Background: an optimization exercise with open tools, aiming at small area, a short achievable clock period and few clock cycles. Do not read the settings as production practice. The RTL was checked by simulation tests, not by an equivalence proof against the original design. Power figures rest on the tool's default switching activity, not on a simulated workload.

==> try-lagoon: inputs <==
==> flow/design.v (excerpt) <==
module pipe_engine (
    input  wire         clk,
    input  wire         rst,           
    input  wire [1:0]   cfg_policy,    
    input  wire         cfg_exe_fwd,   
    input  wire         cfg_mem_fwd,   
    input  wire         cmd_valid,
    output wire         cmd_ready,
    input  wire [69:0]  cmd,
    input  wire [3:0]   tr_status,     
    input  wire [195:0] tr_rec,        
    output wire         rsp_valid,
    output reg          rsp_ok,
    output reg  [63:0]  rsp_val,
    output reg  [1:0]   rsp_pulls      
);
    localparam R_OP    = 64;    
    localparam R_S1    = 67;    
    localparam R_S1N   = 75;
    localparam R_S2    = 76;    
    localparam R_S2N   = 84;
    localparam R_D     = 85;    
    localparam R_DN    = 93;
    localparam R_CCR   = 94;
    localparam R_CCW   = 95;
    localparam R_MEM   = 96;
    localparam R_BR    = 97;
    reg [1:0]  policy;
    reg        exe_fwd, mem_fwd;
    reg        fe_v   [0:1];
    reg        fe_m   [0:1];
    reg [2:0]  fe_op  [0:1];
    reg [7:0]  fe_d   [0:1];
    reg        fe_q   [0:1];
    reg        fe_ccw [0:1];
    reg        fe_dO  [0:1];
    reg [1:0]  fe_dI  [0:1];
    reg [1:0]  fe_dE  [0:1];
    reg        fe_o1;               
    reg        id_v   [0:1];
    reg        id_st  [0:1];
    reg        id_m   [0:1];
    reg [2:0]  id_op  [0:1];
    reg [7:0]  id_d   [0:1];
    reg        id_q   [0:1];
    reg        id_ccw [0:1];
    reg        ex_v   [0:1];
    reg        ex_m   [0:1];
    reg [2:0]  ex_op  [0:1];
    reg        ma_v   [0:1];
    reg        ma_m   [0:1];
    reg [2:0]  ma_op  [0:1];
    reg [3:0]  inflight;
    reg        halt, fetch_stall, trace_error, trace_done;
    localparam NC = 9;
  ...
==> flow/config.mk <==
export PLATFORM = sky130hd
export DESIGN_NAME = pipe_engine
export DESIGN_NICKNAME = pipe_engine
export VERILOG_FILES = /design/flow/design.v
export SDC_FILE = /design/flow/constraint.sdc
export NUM_CORES = 4
export LEC_CHECK = 0
export CAP_MARGIN = 20
export CORE_MARGIN = 2
export CORE_UTILIZATION = 40
export CTS_BUF_LIST = sky130_fd_sc_hd__clkbuf_16
export CTS_CLUSTER_DIAMETER = 80
export CTS_CLUSTER_SIZE = 24
export PLACE_DENSITY = 0.6
export SETUP_SLACK_MARGIN = 5
export SLEW_MARGIN = 20
==> flow/constraint.sdc <==
create_clock -name core_clock -period 12.0 [get_ports {clk}]
set_input_delay 2.4000 -clock core_clock [delete_from_list [all_inputs] [get_ports {clk}]]
set_output_delay 2.4000 -clock core_clock [all_outputs]
set_load 0.01 [all_outputs]
standard.sh (not shown) runs the stock make flow with config.mk's settings and CLKGATE_MAP_FILE= SYNTH_SCRIPT=/design/flow/synth_recipe.tcl, a recipe that flattens the netlist after the stock synthesis.
==> flow/flow/run.sh <==
#!/bin/bash
# Standard layout (standard.sh), with one change: ORFS's synthesis runs a
# copy of the ORFS scripts folder whose ABC mapping script is
# flow/abc_speed.script (area-recovering mapping, no ABC buffering/sizing;
# OpenROAD's repair steps size and buffer afterwards). Registers, their
# names and cell types are those of the standard synthesis: ABC maps only
# the combinational logic.
set -euo pipefail
cd "$(dirname "$0")/.."
rm -rf scripts_mod
cp -r "$FLOW_HOME/scripts" scripts_mod
cp flow/abc_speed.script scripts_mod/abc_speed.script
bash standard.sh SCRIPTS_DIR="$PWD/scripts_mod" finish > make_finish.log 2>&1
==> flow/flow/abc_speed.script <==
&get -n
&st
&syn2
&dch
&nf -R 30
&put
==> try-fjord (differences from try-lagoon) <==
--- a/flow/design.v
+++ b/flow/design.v
@@ -46,33 +46,29 @@
     reg        id_ccw [0:1];
     reg        ex_v   [0:1];
     reg        ex_m   [0:1];
     reg [2:0]  ex_op  [0:1];
     reg        ma_v   [0:1];
     reg        ma_m   [0:1];
     reg [2:0]  ma_op  [0:1];
-    reg [3:0]  inflight;
     reg        halt, fetch_stall, trace_error, trace_done;
-    localparam NC = 9;
+    localparam NC = 10;
     localparam LB = 11;                  
-    reg [LB-1:0]    cnt_lo [0:NC-1];
-    reg [63:LB]     cnt_hi [0:NC-1];     
-    reg [NC-1:0]    cnt_z;               
+    reg [LB-1:0]    cnt_lo [0:NC-1];     
     reg [NC-1:0]    pend;                
+    reg [63:LB]     r_hi  [0:NC-1];      
     reg [3:0]       rot;                 
-    wire            busy = (rot != 4'd0) || (|pend);
-    reg [63:0] cval [0:NC-1];
+    reg [3:0]       r_id  [0:NC-1];      
     always @* begin
         for (c = 0; c < NC; c = c + 1)
-            cval[c] = {cnt_z[c] ? {64-LB{1'b0}} : cnt_hi[c], cnt_lo[c]};
-    end
-    wire [63:0] stat_cycles   = cval[0];
-    wire [63:0] stat_branches = cval[1];
-    wire [63:0] stat_mispred  = cval[2];
-    wire [63:0] op_count      = cval[8];
+            r_id[c] = (c >= rot) ? c - rot : c + NC - rot;
+    end
+    reg [NC-1:0]    r_z;                 
+    wire            busy = |pend;
+    localparam LAST = NC - 1;
     assign cmd_ready = !busy;
     assign rsp_valid = cmd_valid && !busy;
     wire [3:0] opc     = cmd[3:0];
     wire       perfect = (policy == 2'd1);
     wire       at      = !perfect;             
     wire       acc     = cmd_valid && !busy;   
     wire       do_step = acc && opc == 4'h1 && !halt;
@@ -130,49 +126,53 @@
             nE0[j] = dep(rec0, id_q[j], id_ccw[j], id_d[j]);
             nI1[j] = dep(recs, fe_q[j], fe_ccw[j], fe_d[j]);
             nE1[j] = dep(recs, id_q[j], id_ccw[j], id_d[j]);
         end
         nO1 = take0 ? dep(rec1, rec0[R_DN] & (rec0[R_MEM] | rec0[R_CCW]), rec0[R_CCW], rec0[R_D +: 8])
                     : nI1[0];
     end
-    wire [63:0] stat_retired = op_count - inflight;
+    wire [7:0] csr  = cmd[11:4];
+    wire       is_rd = (opc == 4'hC);
+    wire       g1   = is_rd && csr[7:4] == 4'h1;
+    wire       g2op = is_rd && (csr == 8'h21 || (csr == 8'h22 && trace_done));
+    reg [LB-1:0] rd_lo;
+    reg [63:LB]  rd_hi;
+    always @* begin
+        rd_lo = {LB{1'b0}};
+        for (c = 0; c < NC - 1; c = c + 1)
+            if (g1 && csr[3:0] == c) rd_lo = rd_lo | cnt_lo[c];
+        if (g2op) rd_lo = rd_lo | cnt_lo[NC-1];
+        rd_hi = {64-LB{1'b0}};
+        for (c = 0; c < NC; c = c + 1)
+            if (!r_z[c] && (r_id[c] == NC - 1 ? g2op : (g1 && csr[3:0] == r_id[c])))
+                rd_hi = rd_hi | r_hi[c];
+    end
     always @* begin
         rsp_ok    = 1'b1;
-        rsp_val   = 64'd0;
+        rsp_val   = {rd_hi, rd_lo};
         rsp_pulls = 2'd0;
         case (opc)
             4'h1: begin
                 rsp_val[0] = halt | n_halt;
                 if (!halt) rsp_pulls = {1'b0, take0} + {1'b0, take1};
             end
             4'h2: begin
                 rsp_ok     = !perfect;
                 rsp_val[0] = !perfect;
             end
             4'h3: ;
             4'hC: begin
-                case (cmd[11:4])
-                    8'h00: rsp_val = 64'd2;
-                    8'h01: rsp_val = {62'd0, policy};
-                    8'h02: rsp_val = {63'd0, exe_fwd};
-                    8'h03: rsp_val = {63'd0, mem_fwd};
-                    8'h10: rsp_val = stat_cycles;
-                    8'h11: rsp_val = stat_retired;
-                    8'h12: rsp_val = stat_branches;
-                    8'h13: rsp_val = stat_mispred;
-                    8'h14: rsp_val = cval[3];
-                    8'h15: rsp_val = cval[4];
-                    8'h16: rsp_val = cval[5];
-                    8'h17: rsp_val = cval[6];
-                    8'h18: rsp_val = cval[7];
-                    8'h20: rsp_val = {59'd0, trace_done, trace_done, trace_error, fetch_stall, halt};
-                    8'h21: rsp_val = op_count;
-                    8'h22: rsp_val = trace_done ? op_count : 64'd0;
-                    8'h23: ;
-                    8'h24: ;
+                case (csr)
+                    8'h00: rsp_val[1:0] = 2'd2;
+                    8'h01: rsp_val[1:0] = policy;
+                    8'h02: rsp_val[0]   = exe_fwd;
+                    8'h03: rsp_val[0]   = mem_fwd;
+                    8'h10, 8'h11, 8'h12, 8'h13, 8'h14, 8'h15, 8'h16, 8'h17, 8'h18: ;
+                    8'h20: rsp_val[4:0] = {trace_done, trace_done, trace_error, fetch_stall, halt};
+                    8'h21, 8'h22, 8'h23, 8'h24: ;
                     default: rsp_ok = 1'b0;
                 endcase
             end
             default: rsp_ok = 1'b0;
         endcase
     end
     wire [1:0] ret_cat [0:4];
@@ -186,62 +186,60 @@
     wire [1:0] n_wb   = {1'b0, ma_v[0]} + {1'b0, ma_v[1]};
     wire [1:0] n_br   = do_step ? {1'b0, br0} + {1'b0, br1} : {1'b0, do_upd};
     wire       n_mis  = do_step ? (mis0 | mis1) : (do_upd && cmd[68] != cmd[69]);
     reg  [1:0] cinc [0:NC-1];            
     reg [LB:0] lo_sum [0:NC-1];          
     always @* begin
         cinc[0] = {1'b0, do_step};
-        cinc[1] = n_br;
-        cinc[2] = {1'b0, n_mis};
-        for (c = 0; c < 5; c = c + 1) cinc[3 + c] = do_step ? ret_cat[c] : 2'd0;
-        cinc[8] = do_step ? n_good : 2'd0;
+        cinc[1] = do_step ? n_wb : 2'd0;
+        cinc[2] = n_br;
+        cinc[3] = {1'b0, n_mis};
+        for (c = 0; c < 5; c = c + 1) cinc[4 + c] = do_step ? ret_cat[c] : 2'd0;
+        cinc[9] = do_step ? n_good : 2'd0;
         for (c = 0; c < NC; c = c + 1) lo_sum[c] = {1'b0, cnt_lo[c]} + cinc[c];
     end
-    wire [63:LB] ring_in = (cnt_z[NC-1] ? {64-LB{1'b0}} : cnt_hi[NC-1]) + pend[NC-1];
+    wire         last_p  = pend[r_id[LAST]];
+    wire [63:LB] ring_in = (r_z[LAST] ? {64-LB{1'b0}} : r_hi[LAST]) + last_p;
     always @(posedge clk) begin
-        if (busy) begin
-            cnt_hi[0] <= ring_in;
-            for (c = 1; c < NC; c = c + 1) cnt_hi[c] <= cnt_hi[c-1];
-        end
+        r_hi[0] <= ring_in;
+        for (c = 1; c < NC; c = c + 1) r_hi[c] <= r_hi[c-1];
     end
     always @(posedge clk) begin
         if (rst) begin
             policy  <= cfg_policy;
             exe_fwd <= cfg_exe_fwd;
             mem_fwd <= cfg_mem_fwd;
             for (i = 0; i < 2; i = i + 1) begin
                 fe_v[i]  <= 1'b0;
                 id_v[i]  <= 1'b0;
                 id_st[i] <= 1'b0;
                 ex_v[i]  <= 1'b0;
                 ma_v[i]  <= 1'b0;
             end
             fe_o1         <= 1'b0;
-            inflight      <= 4'd0;
             halt          <= 1'b0;
             fetch_stall   <= 1'b0;
             trace_error   <= 1'b0;
             trace_done    <= 1'b0;
             for (c = 0; c < NC; c = c + 1) cnt_lo[c] <= {LB{1'b0}};
-            cnt_z <= {NC{1'b1}};
-            pend  <= {NC{1'b0}};
-            rot   <= 4'd0;
+            rot  <= 4'd0;
+            r_z  <= {NC{1'b1}};
+            pend <= {NC{1'b0}};
         end else begin
+            rot <= (rot == NC - 1) ? 4'd0 : rot + 4'd1;
+            r_z <= {r_z[NC-2:0], r_z[LAST] & !last_p};
             if (busy) begin
-                cnt_z <= {cnt_z[NC-2:0], cnt_z[NC-1] & !pend[NC-1]};
-                pend  <= {pend[NC-2:0], 1'b0};
-                rot   <= (rot == NC - 1) ? 4'd0 : rot + 4'd1;
+                pend[r_id[LAST]] <= 1'b0;
             end else begin
                 for (c = 0; c < NC; c = c + 1) begin
                     cnt_lo[c] <= lo_sum[c][LB-1:0];
                     if (lo_sum[c][LB]) pend[c] <= 1'b1;
                 end
             end
             if (do_step) begin
-                inflight    <= inflight + n_good - n_wb;
                 halt        <= n_halt;
                 fetch_stall <= fs | mis0 | mis1;
                 trace_error <= trace_error | err0 | err1;
                 trace_done  <= trace_done | end0 | end1;
                 for (i = 0; i < 2; i = i + 1) begin
                     ma_v[i]   <= ex_v[i];
                     ma_m[i]   <= ex_m[i];
==> flow/run.sh (new file) <==
#!/bin/bash
# synth_recipe.tcl (not shown) runs the flow's synth.tcl, then flattens the netlist and writes it again
# the make line also repeats each setting of config.mk as NAME=value (left out here)
make -C /OpenROAD-flow-scripts/flow DESIGN_CONFIG=/design/flow/config.mk WORK_HOME=/design/flow/orfs CLKGATE_MAP_FILE= SYNTH_SCRIPT=/design/flow/synth_recipe.tcl finish
--- a/flow/config.mk
+++ b/flow/config.mk
@@ -8,9 +8,9 @@
 export CAP_MARGIN = 20
 export CORE_MARGIN = 2
 export CORE_UTILIZATION = 40
 export CTS_BUF_LIST = sky130_fd_sc_hd__clkbuf_16
 export CTS_CLUSTER_DIAMETER = 80
 export CTS_CLUSTER_SIZE = 24
 export PLACE_DENSITY = 0.6
-export SETUP_SLACK_MARGIN = 5
+export SETUP_SLACK_MARGIN = 4.75
 export SLEW_MARGIN = 20
removed: flow/flow/run.sh
removed: flow/flow/abc_speed.script
removed: flow/standard.sh
==> comparison table <==
quantity	try-fjord	try-lagoon
Internal power component	3.39 mW	5.40 mW
Part of the Yosys area used for sequential elements	53.3%	61.7%
Met3 track demand over resource in global routing	3.22%	3.58%
Hold path startpoint	r_hi[5][58]	ex_m[0]
Met1 wire length	40,200 um	44,700 um
Clock buffer instance count of the final layout	43	44
Portion of total power attributed to sequential cells	58.2%	56.9%
Clock-pin slew on the worst setup and hold paths	0.09 ns	0.10 ns
Inverters, non-clock	202	55
Critical path endpoint	rsp_val[41]	rsp_val[52]
Simple-gate share of the synthesized area	16.0%	15.1%
Setup slack, reg-to-reg	5.52 ns	6.22 ns
Post-cts sizing count	460	554
Mean cell area of the mapped netlist	10.1 um^2	12.1 um^2
Number of buffers added by the clock tree synthesis step	43	41
Number of distinct library cells after synthesis	89	52
Arrival time worst endpoint	4.83 ns	4.79 ns
Worst rel slew slack	29.6%	19.3%
Reported leakage power	13.1 nW	14.3 nW
Outcome	no timing/DRC/antenna violations	no timing/DRC/antenna violations
Source-to-sink clock delay at the later pin of the worst-skew pair	0.62 ns	0.63 ns
Testbench counts of try-lagoon, summed over its fixed seeds: cycles 12,018.
Testbench counts of try-fjord, summed over its fixed seeds: cycles 12,016.

[port drivers added, routing unchanged]
How much do the figures lean on ideal ports? The routed layouts below were timed once more, with nothing changed but the port constraints.
Step 1 assumes that a clkbuf_16 drives the clock port and a buf_2 every other input.
Step 2 moves the port delays by t, midway between the first and last clock arrival at a register: inputs arrive t later, outputs are due t later. That takes back most of the time a late clock gives input paths.
Three values: no drivers, after step 1, after step 2; two values: the first two.
run | t (ns) | setup WS [ns] | worst setup path at the end
try-lagoon | 0.675 | 4.813 / 4.769 / 4.392 | input to register
try-fjord | 0.668 | 4.772 / 4.732 / 4.732 | input to output
After both steps setup and hold are still met in every run listed. For try-lagoon, which loses most, drivers alone change the setup slack by -0.044 ns; drivers and shift together by -0.421 ns.
